Source: an optimization exercise on an open RTL-to-GDS flow (aim: small area and a short achievable clock period). Production flows keep margins and buffers that such runs may drop.
At most, simulation tests tie the RTL to the original design; equivalence was not proved.
Power and IR drop assume default switching activity.

## albert_periph
module albert_periph (
    input             clk,
    input             rst,
    input             soft_rst,
    input             bus_req,
    input             bus_we,
    input      [19:0] bus_addr,
    input      [15:0] bus_wdata,
    output reg [15:0] bus_rdata,
    output reg        bus_fault,
    output reg        bus_warn,
    input      [2:0]  host_valid,
    input      [23:0] host_data,
    output     [2:0]  host_ready,
    output     [2:0]  tx_valid,
    output     [23:0] tx_data,
    output     [2:0]  rx_overrun,
    input      [7:0]  ext_src,
    output            irq
);
export LEC_CHECK = 0
export ABC_AREA = 1
export CAP_MARGIN = 20
export CORE_MARGIN = 2
export CORE_UTILIZATION = 50
export CTS_CLUSTER_DIAMETER = 70
export CTS_CLUSTER_SIZE = 30
export SLEW_MARGIN = 20
create_clock -name core_clock -period 10.0 [get_ports {clk}]
standard.sh (not shown) runs the stock make flow with config.mk's settings and CLKGATE_MAP_FILE= SYNTH_SCRIPT=/design/flow/synth_recipe.tcl, a recipe that flattens the netlist after the stock synthesis.
==> flow/flow/run.sh <==
#!/bin/bash
# The standard layout (standard.sh, standard synthesis unchanged) with two
# changes to how the layout is made:
#  - the port buffers are sky130_fd_sc_hd__buf_1 instead of the default
#    delay buffer; every port still gets its own buffer.
# ORFS writes each step's full log under orfs/logs/; this script's own
# output goes to run.log.
set -euo pipefail
cd "$(dirname "$0")/.."
bash standard.sh SETUP_SLACK_MARGIN=5.6 "BUFFER_PORTS_ARGS=-buffer_cell sky130_fd_sc_hd__buf_1" finish > run.log 2>&1
The first run passed the timing, DRC and antenna checks.
Change:
Settings changed: CORE_UTILIZATION 50 to 60.
Sequential share of layout area grows by 1.2 points; worst setup slack got worse by 0.033 ns; maximum frequency shrinks by 0.73%; critical path depth is unchanged; via count shrinks by 0.47%; routed wire length shrinks by 3.4%; cell count shrinks by 4.3%; utilization grows by 9.9 points.
Change:
Settings changed: CORE_UTILIZATION 60 to 70.
After rerunning: Worst setup slack gets worse by 0.0056 ns. Area after synthesis does not change. Power shrinks by a few percent. Worst hold slack hardly moves. Core utilization grows by 11 points. Register-to-register slack gets better by 0.04 ns. Via count grows by a few percent. First-iteration DRC count grows by about a fifth.

---

albert_periph, a different RTL version from the one above (not shown whole).
Size in the first run: ~130 I/O pins, roughly 50000 sq um of cells after synthesis.
export LEC_CHECK = 0
export ABC_AREA = 1
export CAP_MARGIN = 20
export CORE_MARGIN = 2
export CORE_UTILIZATION = 60
export CTS_CLUSTER_DIAMETER = 100
export CTS_CLUSTER_SIZE = 30
export SLEW_MARGIN = 20
create_clock -name core_clock -period 10.0 [get_ports {clk}]
Scripts as last shown in full above: flow/flow/run.sh
==> next run, changes <==
==> flow/run.sh (new file) <==
#!/bin/bash
# synth_recipe.tcl (not shown) runs the flow's synth.tcl, then flattens the netlist and writes it again
# the make line also repeats each setting of config.mk as NAME=value (left out here)
make -C /OpenROAD-flow-scripts/flow DESIGN_CONFIG=/design/flow/config.mk WORK_HOME=/design/flow/orfs CLKGATE_MAP_FILE= SYNTH_SCRIPT=/design/flow/synth_recipe.tcl finish
--- a/flow/config.mk
+++ b/flow/config.mk
@@ -13,0 +14 @@
+export SETUP_SLACK_MARGIN = 5
removed: flow/flow/run.sh
removed: flow/standard.sh
Outcome: The changed run produced a clean layout. Die area is unchanged. Count of clock-buffer cells in the layout went up by 2. Routed wire length went up by 0.32%. Non-clock buffer count went down by 6.
==> next run, changes <==
--- a/flow/config.mk
+++ b/flow/config.mk
@@ -14 +14 @@
-export SETUP_SLACK_MARGIN = 5
+export SETUP_SLACK_MARGIN = 4.8
After rerunning: Core utilization falls by 0.15 points; worst setup slack gets worse by 0.31 ns; power falls by 0.35%.

---

== main ==
Another version of the RTL of albert_periph (not shown whole).
For scale: roughly 1200 flip-flops, about 130 I/O pins, about 0.050 mm2 of cells after synthesis.
==> flow/config.mk <==
export PLATFORM = sky130hd
export DESIGN_NAME = albert_periph
export DESIGN_NICKNAME = albert_periph
export VERILOG_FILES = /design/flow/design.v
export SDC_FILE = /design/flow/constraint.sdc
export NUM_CORES = 4
export LEC_CHECK = 0
export ABC_AREA = 1
export CAP_MARGIN = 20
export CORE_MARGIN = 2
export CORE_UTILIZATION = 60
export CTS_BUF_LIST = sky130_fd_sc_hd__clkbuf_8
export CTS_CLUSTER_SIZE = 20
export SETUP_SLACK_MARGIN = 4.5
export SLEW_MARGIN = 20
==> flow/constraint.sdc <==
create_clock -name core_clock -period 10.0 [get_ports {clk}]
set_input_delay 2.0000 -clock core_clock [delete_from_list [all_inputs] [get_ports {clk}]]
set_output_delay 2.0000 -clock core_clock [all_outputs]
set_load 0.01 [all_outputs]
run.sh (not shown) runs the stock make flow with config.mk's settings and CLKGATE_MAP_FILE= SYNTH_SCRIPT=/design/flow/synth_recipe.tcl, a recipe that flattens the netlist after the stock synthesis.
Stock flow here: none of the scripts above is used.
main has completed all stages; timing, DRC and antenna checks passed.
For the feature branch, these inputs were changed with respect to main:
# main
export LEC_CHECK = 0
export ABC_AREA = 1
export CAP_MARGIN = 20
export CORE_MARGIN = 2
export CORE_UTILIZATION = 60
export CTS_BUF_LIST = sky130_fd_sc_hd__clkbuf_8
export CTS_CLUSTER_SIZE = 20
export SETUP_SLACK_MARGIN = 4.5
export SLEW_MARGIN = 20
create_clock -name core_clock -period 10.0 [get_ports {clk}]
# the feature branch
export LEC_CHECK = 0
export ABC_AREA = 1
export CAP_MARGIN = 20
export CORE_MARGIN = 2
export CORE_UTILIZATION = 40
export SETUP_SLACK_MARGIN = 4.5
export SLEW_MARGIN = 20
create_clock -name core_clock -period 10.0 [get_ports {clk}]
==> comparison <==
- Compared with main, in the feature branch power has increased; post-synthesis instance area has remained practically unchanged; power share of the combinational group has decreased; number of buffers outside the clock class in the layout has increased.
No functional check of the RTL was part of any run of this note.

---

The RTL this note starts from:
==> flow/design.v <==
module albert_fifo #(
    parameter CAP = 16,
    parameter CW  = 5
) (
    input               clk,
    input               rst,
    input               clear,
    input               push,
    input      [7:0]    din,
    input               pop,
    output     [7:0]    head,        
    output reg [CW-1:0] count
);
    reg [7:0] mem [0:CAP-1];
    integer i;
    always @(posedge clk) begin
        if (push) begin
            mem[0] <= din;
            for (i = 1; i < CAP; i = i + 1)
                mem[i] <= mem[i-1];
        end
    end
    wire [CW-1:0] idx = count - 1'b1;
    assign head = mem[idx];
    always @(posedge clk) begin
        if (rst || clear)
            count <= {CW{1'b0}};
        else if (push && !pop)
            count <= count + 1'b1;
        else if (pop && !push)
            count <= count - 1'b1;
    end
endmodule
module albert_serial (
    input             clk,
    input             rst,
    input             soft_rst,
    input             host_valid,
    input      [7:0]  host_data,
    output            host_ready,
    output reg        tx_valid,
    output reg [7:0]  tx_data,
    output reg        rx_overrun,
    input      [3:0]  sub,
    input             data_rd,       
    input             data_wr,       
    input      [7:0]  wdata,
    output reg [7:0]  rdata,         
    output            rd_empty,      
    output            wr_full,       
    output            rx_half_full,
    output            rx_quarter_full
);
    localparam N_RX = 1200;
    localparam N_TX = 1200;
    wire tick = !soft_rst;
    wire [3:0] ig_count;
    wire [7:0] ig_mem_head;
    wire       ig_full  = (ig_count == 4'd10);
    wire       ig_empty = (ig_count == 4'd0);
    wire       ig_push  = host_valid && !ig_full;
    wire       ig_pop;
    wire [7:0] ig_head  = ig_empty ? host_data : ig_mem_head;
    assign host_ready = !rst && !ig_full;
    albert_fifo #(.CAP(10), .CW(4)) u_ingress (
        .clk(clk), .rst(rst), .clear(1'b0),
        .push(ig_push), .din(host_data),
        .pop(ig_pop), .head(ig_mem_head), .count(ig_count)
    );
    reg  [10:0] rx_wait;
    wire        rx_due = (rx_wait == N_RX - 1);
    assign ig_pop = tick && rx_due && (!ig_empty || host_valid);
    wire [4:0] rx_count;
    wire [7:0] rx_mem_head;
    wire       rx_full  = (rx_count == 5'd16);
    wire       rx_push  = ig_pop && !rx_full;
    wire [4:0] rx_mid   = rx_count + rx_push;
    wire       rx_mid_empty = (rx_count == 5'd0) && !rx_push;
    wire       rx_pop   = data_rd && !rx_mid_empty;
    wire [7:0] rx_out   = (rx_count == 5'd0) ? ig_head : rx_mem_head;
    always @(posedge clk) begin
        if (rst) begin
            rx_wait    <= 11'd0;
            rx_overrun <= 1'b0;
        end else begin
            rx_overrun <= ig_pop && rx_full;
            if (tick)
                rx_wait <= ig_pop ? 11'd0 : (rx_due ? rx_wait : rx_wait + 1'b1);
        end
    end
    albert_fifo #(.CAP(16), .CW(5)) u_rx (
        .clk(clk), .rst(rst), .clear(soft_rst),
        .push(rx_push), .din(ig_head),
        .pop(rx_pop), .head(rx_mem_head), .count(rx_count)
    );
    reg         transmitting;
    reg  [10:0] tx_countdown;
    wire [4:0]  tx_count;
    wire [7:0]  tx_head;
    wire        tx_last = (tx_countdown == 11'd1);
    wire        tx_pop  = tick && !transmitting && (tx_count != 5'd0);
    wire [4:0]  tx_mid  = tx_count - tx_pop;
    wire        tx_mid_full = (tx_count == 5'd16) && !tx_pop;
    wire        tx_push = data_wr && !tx_mid_full;
    always @(posedge clk) begin
        if (rst) begin
            transmitting <= 1'b0;
            tx_valid     <= 1'b0;
        end else begin
            tx_valid <= tick && transmitting && tx_last;
            if (soft_rst)
                transmitting <= 1'b0;
            else if (transmitting)
                transmitting <= !tx_last;
            else if (tx_count != 5'd0)
                transmitting <= 1'b1;
        end
    end
    always @(posedge clk) begin
        if (transmitting)
            tx_countdown <= tx_countdown - 1'b1;
        else
            tx_countdown <= N_TX;
        if (tx_pop)
            tx_data <= tx_head;
    end
    albert_fifo #(.CAP(16), .CW(5)) u_tx (
        .clk(clk), .rst(rst), .clear(soft_rst),
        .push(tx_push), .din(wdata),
        .pop(tx_pop), .head(tx_head), .count(tx_count)
    );
    assign rd_empty = rx_mid_empty;
    assign wr_full  = tx_mid_full;
    assign rx_half_full    = (rx_mid >= 5'd8);
    assign rx_quarter_full = (rx_mid >= 5'd4);
    always @(*) begin
        case (sub)
            4'h0:    rdata = rx_mid_empty ? 8'h00 : rx_out;
            4'h1:    rdata = {6'd0, !rx_mid_empty, !tx_mid_full};
            4'h2:    rdata = {7'd0, tx_mid == 5'd0};
            4'h3:    rdata = {7'd0, tx_mid < 5'd8};
            4'h4:    rdata = {7'd0, tx_mid_full};
            4'h5:    rdata = {7'd0, tx_mid_full};
            4'h6:    rdata = {7'd0, rx_mid_empty};
            4'h7:    rdata = {7'd0, rx_half_full};
            4'h8:    rdata = {7'd0, rx_quarter_full};
            4'h9:    rdata = {7'd0, rx_mid == 5'd16};
            4'hE:    rdata = {3'd0, rx_mid};
            4'hF:    rdata = {3'd0, tx_mid};
            default: rdata = 8'h00;
        endcase
    end
endmodule
module albert_counter (
    input             clk,
    input             rst,
    input             tick,
    output     [15:0] value_now,    
    output            is_zero       
);
    reg [2:0]  pre;
    reg [15:0] value;
    wire        step       = tick && (pre == 3'd7);
    wire [15:0] value_inc  = value + 1'b1;
    assign value_now = step ? value_inc : value;
    assign is_zero   = (value_now == 16'h0000);
    always @(posedge clk) begin
        if (rst) begin
            pre   <= 3'd0;
            value <= 16'h0000;
        end else if (tick) begin
            pre   <= pre + 1'b1;
            value <= value_now;
        end
    end
endmodule
module albert_ic (
    input             clk,
    input             rst,
    input             tick,
    input      [15:0] src,           
    input             wr_mask,
    input             wr_clear,
    input      [15:0] wdata,
    output     [15:0] status_now,    
    output reg [15:0] mask,
    output            irq
);
    reg [15:0] status;
    assign status_now = tick ? (status | (mask & src)) : status;
    assign irq        = (status != 16'h0000);
    always @(posedge clk) begin
        if (rst) begin
            status <= 16'h0000;
            mask   <= 16'h0000;
        end else begin
            status <= wr_clear ? (status_now & ~wdata) : status_now;
            if (wr_mask)
                mask <= wdata;
        end
    end
endmodule
module albert_periph (
    input             clk,
    input             rst,
    input             soft_rst,
    input             bus_req,
    input             bus_we,
    input      [19:0] bus_addr,
    input      [15:0] bus_wdata,
    output reg [15:0] bus_rdata,
    output reg        bus_fault,
    output reg        bus_warn,
    input      [2:0]  host_valid,
    input      [23:0] host_data,
    output     [2:0]  host_ready,
    output     [2:0]  tx_valid,
    output     [23:0] tx_data,
    output     [2:0]  rx_overrun,
    input      [7:0]  ext_src,
    output            irq
);
    wire tick = !soft_rst;
    wire [3:0] slot = bus_addr[7:4];
    wire [3:0] sub  = bus_addr[3:0];
    wire       mmio = bus_req && !soft_rst && (bus_addr[19:8] == 12'h0F0) && (slot <= 4'd13);
    wire       sel_ic  = mmio && (slot == 4'd1);
    wire       sel_cnt = mmio && (slot == 4'd4);
    wire       sel_unm = mmio && (slot >= 4'd5);
    wire [2:0] sel_ser = {mmio && (slot == 4'd3), mmio && (slot == 4'd2), mmio && (slot == 4'd0)};
    wire [15:0] cnt_value;
    wire        cnt_zero;
    albert_counter u_cnt (
        .clk(clk), .rst(rst), .tick(tick),
        .value_now(cnt_value), .is_zero(cnt_zero)
    );
    wire [7:0] ser_rdata [0:2];
    wire [2:0] ser_rd_empty, ser_wr_full, ser_half, ser_quarter;
    genvar g;
    generate
        for (g = 0; g < 3; g = g + 1) begin : ser
            albert_serial u_ser (
                .clk(clk), .rst(rst), .soft_rst(soft_rst),
                .host_valid(host_valid[g]), .host_data(host_data[8*g +: 8]),
                .host_ready(host_ready[g]),
                .tx_valid(tx_valid[g]), .tx_data(tx_data[8*g +: 8]),
                .rx_overrun(rx_overrun[g]),
                .sub(sub),
                .data_rd(sel_ser[g] && !bus_we && (sub == 4'h0)),
                .data_wr(sel_ser[g] && bus_we && (sub == 4'h0)),
                .wdata(bus_wdata[7:0]),
                .rdata(ser_rdata[g]),
                .rd_empty(ser_rd_empty[g]), .wr_full(ser_wr_full[g]),
                .rx_half_full(ser_half[g]), .rx_quarter_full(ser_quarter[g])
            );
        end
    endgenerate
    wire [15:0] ic_src = {ext_src,
                          ser_quarter[2], ser_half[2],
                          ser_quarter[1], ser_half[1],
                          ser_quarter[0], ser_half[0],
                          cnt_zero, 1'b0};
    wire [15:0] ic_status, ic_mask;
    albert_ic u_ic (
        .clk(clk), .rst(rst), .tick(tick), .src(ic_src),
        .wr_mask(sel_ic && bus_we && (sub == 4'h1)),
        .wr_clear(sel_ic && bus_we && (sub == 4'h2)),
        .wdata(bus_wdata),
        .status_now(ic_status), .mask(ic_mask), .irq(irq)
    );
    reg [15:0] rdata;
    always @(*) begin
        case (slot[2:0])
            3'd0:    rdata = {8'h00, ser_rdata[0]};
            3'd1:    rdata = sub[0] ? ic_mask : ic_status;
            3'd2:    rdata = {8'h00, ser_rdata[1]};
            3'd3:    rdata = {8'h00, ser_rdata[2]};
            default: rdata = cnt_value;
        endcase
    end
    wire fault = sel_unm || (sel_cnt && bus_we) || (sel_ic && bus_we && (sub > 4'h2));
    wire warn  = |(sel_ser & (bus_we ? ((sub != 4'h0) ? 3'b111 : ser_wr_full)
                                     : ((sub == 4'h0) ? ser_rd_empty : 3'b000)));
    always @(posedge clk) begin
        bus_rdata <= rdata;
        if (rst) begin
            bus_fault <= 1'b0;
            bus_warn  <= 1'b0;
        end else begin
            bus_fault <= fault;
            bus_warn  <= warn;
        end
    end
endmodule
==> flow/config.mk <==
export PLATFORM = sky130hd
export DESIGN_NAME = albert_periph
export DESIGN_NICKNAME = albert_periph
export VERILOG_FILES = /design/flow/design.v
export SDC_FILE = /design/flow/constraint.sdc
export NUM_CORES = 4
export LEC_CHECK = 0
export CAP_MARGIN = 20
export CORE_MARGIN = 2
export CORE_UTILIZATION = 40
export SLEW_MARGIN = 20
==> flow/constraint.sdc <==
create_clock -name core_clock -period 10.0 [get_ports {clk}]
set_input_delay 2.0000 -clock core_clock [delete_from_list [all_inputs] [get_ports {clk}]]
set_output_delay 2.0000 -clock core_clock [all_outputs]
set_load 0.01 [all_outputs]
The starting point finished clean.
Next try:
- ABC_AREA: unset -> 1
- SETUP_SLACK_MARGIN: unset -> 4.5
After rerunning: Routed wire length falls by about a fifth. Setup slack gains 0.35 ns. Clock skew decreases by 0.0082 ns. Combinational power fell by about a fifth. Power shrinks by a few percent. Register-to-register slack improves by 1.0 ns. Sequential share of layout area is higher by 1.9 points. Cell area drops by a few percent.

==> port drivers added, routing unchanged <==
In the flow no input, the clock included, has a driving cell. The finished layouts below were timed again as built, in two steps.
Step 1, drivers: a clkbuf_16 drives clk and a buf_2 each remaining input, both assumed.
Step 2, shift: input delay + t, output delay - t, t = (earliest + latest rising clock arrival at the registers) / 2. This alone moves slack from input paths to output paths.
Three values: ideal ports, drivers, drivers and shift; two values: the first two.
| run | t (ns) | setup WS [ns] | hold WS [ns] | worst register clock-pin slew, ns | worst slew at a driven data input, ns |
|---|---|---|---|---|---|
| the first run of note 1 | 0.730 | 5.544 / 5.499 / 5.083 | 0.433 / 0.433 / 0.433 | 0.11 / 0.11 | 0.15 |
| the second run of note 1 | 0.730 | 5.511 / 5.471 / 5.094 | 0.434 / 0.434 / 0.434 | 0.11 / 0.11 | 0.14 |
| the third run of note 1 | 0.709 | 5.505 / 5.465 / 5.064 | 0.433 / 0.433 / 0.433 | 0.12 / 0.12 | 0.15 |
| the first run of note 2 | 0.703 | 5.278 / 5.227 / 5.052 | 0.434 / 0.434 / 0.434 | 0.12 / 0.12 | 0.14 |
| the second run of note 2 | 0.718 | 5.152 / 4.957 / 4.570 | 0.436 / 0.436 / 0.436 | 0.12 / 0.12 | 0.20 |
| the third run of note 2 | 0.698 | 4.838 / 4.791 / 4.248 | 0.418 / 0.418 / 0.418 | 0.12 / 0.12 | 0.14 |
| main | 0.893 | 4.609 / 4.588 / 3.903 | 0.416 / 0.416 / 0.416 | 0.07 / 0.07 | 0.14 |
| the feature branch | 0.814 | 4.539 / 4.520 / 4.014 | 0.428 / 0.428 / 0.428 | 0.06 / 0.06 | 0.19 |
| the first run of note 4 | 0.853 | 4.466 / 4.424 / 3.668 | 0.437 / 0.437 / 0.437 | 0.06 / 0.06 | 0.21 |
| the second run of note 4 | 0.838 | 4.812 / 4.788 / 4.011 | 0.428 / 0.428 / 0.428 | 0.06 / 0.06 | 0.17 |
After both steps every run listed still meets setup and hold. For the second run of note 4, which loses most, drivers alone change the setup slack by -0.024 ns; drivers and shift together by -0.801 ns.
